What follows belongs to an exercise in optimizing a design on an open flow for a short achievable clock period, few clock cycles and low power; a production flow would make more cautious choices.
Only simulation tests tie the RTL to the original design; equivalence was not proved.
Power is estimated from default activity; no workload was simulated.

// rast1
module rast1 (
    input             clk,
    input             rst,
    input             host_valid,
    input             host_we,
    input      [2:0]  host_addr,       
    input      [31:0] host_wdata,
    output reg        host_ready,
    output     [31:0] host_rdata,
    output            mem_valid,
    output reg        mem_we,
    output     [31:0] mem_addr,
    output reg [7:0]  mem_wdata,
    input             mem_ready,
    input      [7:0]  mem_rdata,
    input             mem_err
);
export LEC_CHECK = 0
export CAP_MARGIN = 20
export CORE_MARGIN = 2
export CORE_UTILIZATION = 40
export PLACE_DENSITY = 0.6
export SLEW_MARGIN = 20
create_clock -name core_clock -period 10.0 [get_ports {clk}]
standard.sh (not shown) runs the stock make flow with config.mk's settings and CLKGATE_MAP_FILE= SYNTH_SCRIPT=/design/flow/synth_recipe.tcl, a recipe that flattens the netlist after the stock synthesis.
==> flow/flow/run.sh <==
#!/bin/bash
# The standard layout with two changes to how it is made:
# - clock tree synthesis adds no dummy loads (cells hung on clock nets only to
#   balance them); the flip-flops are clustered under clkbuf_8 leaf buffers, at
#   most 14 each within 80 um, below a clkbuf_16 root;
# - timing repair aims for 7 ns of setup slack instead of 0.
# The SDC, the die and every other step are the standard flow's.
# Each tool's output goes to the ORFS logs and to standard.log here.
set -euo pipefail
export CTS_ARGS="-sink_clustering_enable -repair_clock_nets -dont_use_dummy_load -buf_list {sky130_fd_sc_hd__clkbuf_8 sky130_fd_sc_hd__clkbuf_16} -root_buf sky130_fd_sc_hd__clkbuf_16 -sink_clustering_buffer sky130_fd_sc_hd__clkbuf_8 -sink_clustering_size 14 -sink_clustering_max_diameter 80"
bash standard.sh SETUP_SLACK_MARGIN=7 finish > standard.log 2>&1
Testbench counts at the start, summed over its fixed seeds: cycles 175,830.
Rerun with:
--- a/flow/design.v
+++ b/flow/design.v
@@ -77,15 +77,14 @@
     wire [9:0]         x2_c0  = x2[17] ? 10'd0 : x2[9:0];
     wire [9:0]         x_c1   = (x  > 18'sd639) ? 10'd639 : x[9:0];
     wire [9:0]         x2_c1  = (x2 > 18'sd639) ? 10'd639 : x2[9:0];
     wire [9:0]         hl_lo  = hl_sw ? x2_c0 : x_c0;
     wire [9:0]         hl_hi  = hl_sw ? x_c1 : x2_c1;
     wire               rc_ok  = x_on && y_on && (x2 > 18'sd0) && (h > 18'sd0);
-    wire               x2_big = (x2 > 18'sd640);
-    wire [10:0]        rc_xe  = {1'b0, x[9:0]} + {1'b0, x2[9:0]} - 11'd1;
-    wire [9:0]         rc_hi  = (x2_big || rc_xe > 11'd639) ? 10'd639 : rc_xe[9:0];
+    wire signed [17:0] rc_xe  = x + x2 - 18'sd1;
+    wire [9:0]         rc_hi  = (rc_xe > 18'sd639) ? 10'd639 : rc_xe[9:0];
     wire signed [17:0] yh_n   = y + h;
     wire signed [17:0] yh     = fbq[17:0];
     wire               rl_in  = (yh < 18'sd400);
     wire [8:0]         rl_a   = y[17] ? (yh[8:0] - 9'd1) : (arg1[24:16] - 9'd1);
     wire [8:0]         rl_b   = y[17] ? 9'd399 : (9'd399 - arg1[8:0]);
     wire [8:0]         rl     = rl_in ? rl_a : rl_b;
What happened:
- The changed run went through all stages and came out clean
- worst hold slack got worse by 0.012 ns
- sequential power stays flat
- core utilization rose by 1.2 points
- count of clock-buffer cells in the layout is unchanged
- worst setup slack got worse by 0.18 ns
- cell count barely changes
- synthesized area fell by 2.1%
- global-route usage fell by 1.4 points
- die area fell by 2.0%
- flip-flop and latch count stays the same
- routed wire length fell by 6.1%
- sequential share of layout area stays flat
Testbench counts after the change, summed over its fixed seeds: cycles 175,830.


rev 12:
Another version of the RTL of rast1 (not shown whole).
Size in the first run: roughly 4000 cells after synthesis, roughly 330 flip-flops, roughly 120 I/O pins, roughly 29000 um^2 of cells after synthesis.
Settings: LEC_CHECK=0, CAP_MARGIN=20, CORE_MARGIN=2, CORE_UTILIZATION=40, PLACE_DENSITY=0.6, SLEW_MARGIN=20; clock period 10.0 ns.
==> flow/flow/run.sh <==
#!/bin/bash
# The standard layout with two changes to how it is made:
# - clock tree synthesis adds no dummy loads (cells hung on clock nets only to
#   balance them) and clusters the flip-flops under clkbuf_16 leaf buffers, at most 20 each;
# - timing repair aims for 7 ns of setup slack instead of 0.
# The SDC, the die and every other step are the standard flow's.
# Each tool's output goes to the ORFS logs and to standard.log here.
set -euo pipefail
export CTS_ARGS="-sink_clustering_enable -repair_clock_nets -dont_use_dummy_load -buf_list {sky130_fd_sc_hd__clkbuf_16} -sink_clustering_size 20 -sink_clustering_max_diameter 80"
bash standard.sh SETUP_SLACK_MARGIN=7 finish > standard.log 2>&1
Testbench counts of rev 12, summed over its fixed seeds: cycles 175,830.
diff inputs: rev 12 => rev 13
-- flow/design.v --
<<< rev 12, line 39
    reg [2:0]  phase;           
    reg [31:0] sreg;            
    reg [23:0] fbq;             
    assign mem_addr   = fp;
>>> rev 13, line 39
    reg [2:0]  phase;           
    reg [31:0] sreg;            
    reg [7:0]  tail;            
    reg [23:0] fbq;             
    assign mem_addr   = fp;
<<< rev 12, line 73
    wire signed [17:0] hl_hi0 = hl_sw ? x : x2;
    wire               hl_ok  = y_on && !hl_hi0[17] && (hl_lo0 < 18'sd640);
    wire [9:0]         hl_lo  = hl_lo0[17] ? 10'd0 : hl_lo0[9:0];
    wire [9:0]         hl_hi  = (hl_hi0 > 18'sd639) ? 10'd639 : hl_hi0[9:0];
    wire               rc_ok  = x_on && y_on && (x2 > 18'sd0) && (h > 18'sd0);
    wire signed [17:0] rc_xe  = x + x2 - 18'sd1;
>>> rev 13, line 74
    wire signed [17:0] hl_hi0 = hl_sw ? x : x2;
    wire               hl_ok  = y_on && !hl_hi0[17] && (hl_lo0 < 18'sd640);
    wire [9:0]         x_c0   = x[17]  ? 10'd0 : x[9:0];
    wire [9:0]         x2_c0  = x2[17] ? 10'd0 : x2[9:0];
    wire [9:0]         x_c1   = (x  > 18'sd639) ? 10'd639 : x[9:0];
    wire [9:0]         x2_c1  = (x2 > 18'sd639) ? 10'd639 : x2[9:0];
    wire [9:0]         hl_lo  = hl_sw ? x2_c0 : x_c0;
    wire [9:0]         hl_hi  = hl_sw ? x_c1 : x2_c1;
    wire               rc_ok  = x_on && y_on && (x2 > 18'sd0) && (h > 18'sd0);
    wire signed [17:0] rc_xe  = x + x2 - 18'sd1;
<<< rev 12, line 108
    wire [7:0] sp_mk = mk_lo & mk_hi;
    wire [3:0] p_init = t1 ? (4'd0 - {2'd0, hi_b[1:0]}) : (nb4 - {2'd0, hi_b[1:0]});
    wire [3:0] pm1    = p - 4'd1;
    wire       vcur   = !p[3]   && (p[2:0]   <= {1'b0, nm1});
    wire       vprev  = !pm1[3] && (pm1[2:0] <= {1'b0, nm1});
    reg  [7:0] scur, sprev;
    always @(*) begin
        case (p[1:0])
>>> rev 13, line 113
    wire [7:0] sp_mk = mk_lo & mk_hi;
    wire [3:0] p_init = t1 ? (4'd0 - {2'd0, hi_b[1:0]}) : (nb4 - {2'd0, hi_b[1:0]});
    wire       vcur   = !p[3] && (p[2:0] <= {1'b0, nm1});       
    wire       vend   = (p == nb4);                             
    reg  [7:0] scur;
    always @(*) begin
        case (p[1:0])
<<< rev 12, line 119
            default: scur = sreg[7:0];
        endcase
        case (pm1[1:0])
            2'd0: sprev = sreg[31:24];
            2'd1: sprev = sreg[23:16];
            2'd2: sprev = sreg[15:8];
            default: sprev = sreg[7:0];
        endcase
        if (!vcur)  scur  = 8'd0;
        if (!vprev) sprev = 8'd0;
    end
    wire [15:0] sfun  = {sprev, scur} >> lo_b;
    wire [7:0] mr     = 8'hFF >> lo_b;
    wire [7:0] s_bl   = sfun[7:0];
    wire [7:0] f_bl   = (vcur ? mr : 8'd0) | (vprev ? ~mr : 8'd0);
    wire [7:0] fbb = (wsel == 2'd0) ? mem_rdata : (wsel == 2'd1) ? fbq[7:0] : fbq[23:16];
    wire [7:0] s_b = blit ? s_bl : (mem_we ? 8'hFF : sp_mk);
>>> rev 13, line 123
            default: scur = sreg[7:0];
        endcase
    end
    wire [7:0] mr     = 8'hFF >> lo_b;
    wire [7:0] s_bl   = vcur ? scur : vend ? tail : 8'd0;
    wire [7:0] f_bl   = vcur ? ((p == 4'd0) ? mr : 8'hFF) : vend ? ~mr : 8'd0;
    wire [7:0] bm_u   = mem_rdata >> lo_b;
    wire [15:0] bm_w  = {mem_rdata, 8'd0} >> lo_b;
    wire [7:0] bm_v   = bm_w[7:0];
    wire [7:0] bm_t   = bm_u | ((bcnt[1:0] == 2'd0) ? 8'd0 : tail);
    wire [7:0] fbb = (wsel == 2'd0) ? mem_rdata : (wsel == 2'd1) ? fbq[7:0] : fbq[23:16];
    wire [7:0] s_b = blit ? s_bl : (mem_we ? 8'hFF : sp_mk);
<<< rev 12, line 193
            sreg       <= 32'd0;
            fbq        <= 24'd0;
        end else begin
            host_ready <= 1'b0;
>>> rev 13, line 192
            sreg       <= 32'd0;
            fbq        <= 24'd0;
            tail       <= 8'd0;
        end else begin
            host_ready <= 1'b0;
<<< rev 12, line 298
                        if (!phase[0]) begin
                            case (bcnt[1:0])
                                2'd0: sreg[31:24] <= mem_rdata;
                                2'd1: sreg[23:16] <= mem_rdata;
                                2'd2: sreg[15:8]  <= mem_rdata;
                                default: sreg[7:0] <= mem_rdata;
                            endcase
                            if (c_last) begin
                                bcnt  <= 7'd0;
>>> rev 13, line 298
                        if (!phase[0]) begin
                            case (bcnt[1:0])
                                2'd0: sreg[31:24] <= bm_t;
                                2'd1: sreg[23:16] <= bm_t;
                                2'd2: sreg[15:8]  <= bm_t;
                                default: sreg[7:0] <= bm_t;
                            endcase
                            tail <= bm_v;
                            if (c_last) begin
                                bcnt  <= 7'd0;
==> summary.txt <==
Combinational group share of total power for rev 13: 1.8 points up relative to rev 12
Via count (rev 13 vs. rev 12) decreases slightly
Re maximum level of the CTS H-tree: no difference whatsoever between rev 13 and rev 12.
Sum of routed wire length over all layers delta for rev 13 relative to rev 12: 8200 um lower
Rev 13 vs rev 12 — combinational group power rose about 13%.
Testbench counts of rev 13, summed over its fixed seeds: cycles 175,830.

-- static timing again, ports no longer ideal --
The results above use ideal ports. As a check the final layouts listed here were re-extracted and re-timed, cells and wires unchanged. Step 1 sets driving cells, clkbuf_16 on the clock port and buf_2 on the other inputs (assumed; they add their load-dependent delay and slew). Step 2 also shifts input and output timing later by t, the mid clock arrival at the registers, as if the neighbouring blocks saw the same clock. Three values: ideal ports, drivers, drivers and shift; two values: the first two.
| run | t (ns) | slack for setup (ns) | worst setup path after step 2 |
|---|---|---|---|
| the first run of note 1 | 0.605 | 6.623 / 6.632 / 6.026 | input to register |
| the second run of note 1 | 0.624 | 6.443 / 6.443 / 5.952 | input to register |
| rev 12 | 0.684 | 6.354 / 6.354 / 5.751 | input to register |
| rev 13 | 0.688 | 6.478 / 6.478 / 5.888 | input to register |
After both steps setup and hold are still met in every run listed. The setup slack of rev 12, which loses most, moves by 0.000 ns with the drivers and by -0.603 ns with both steps.
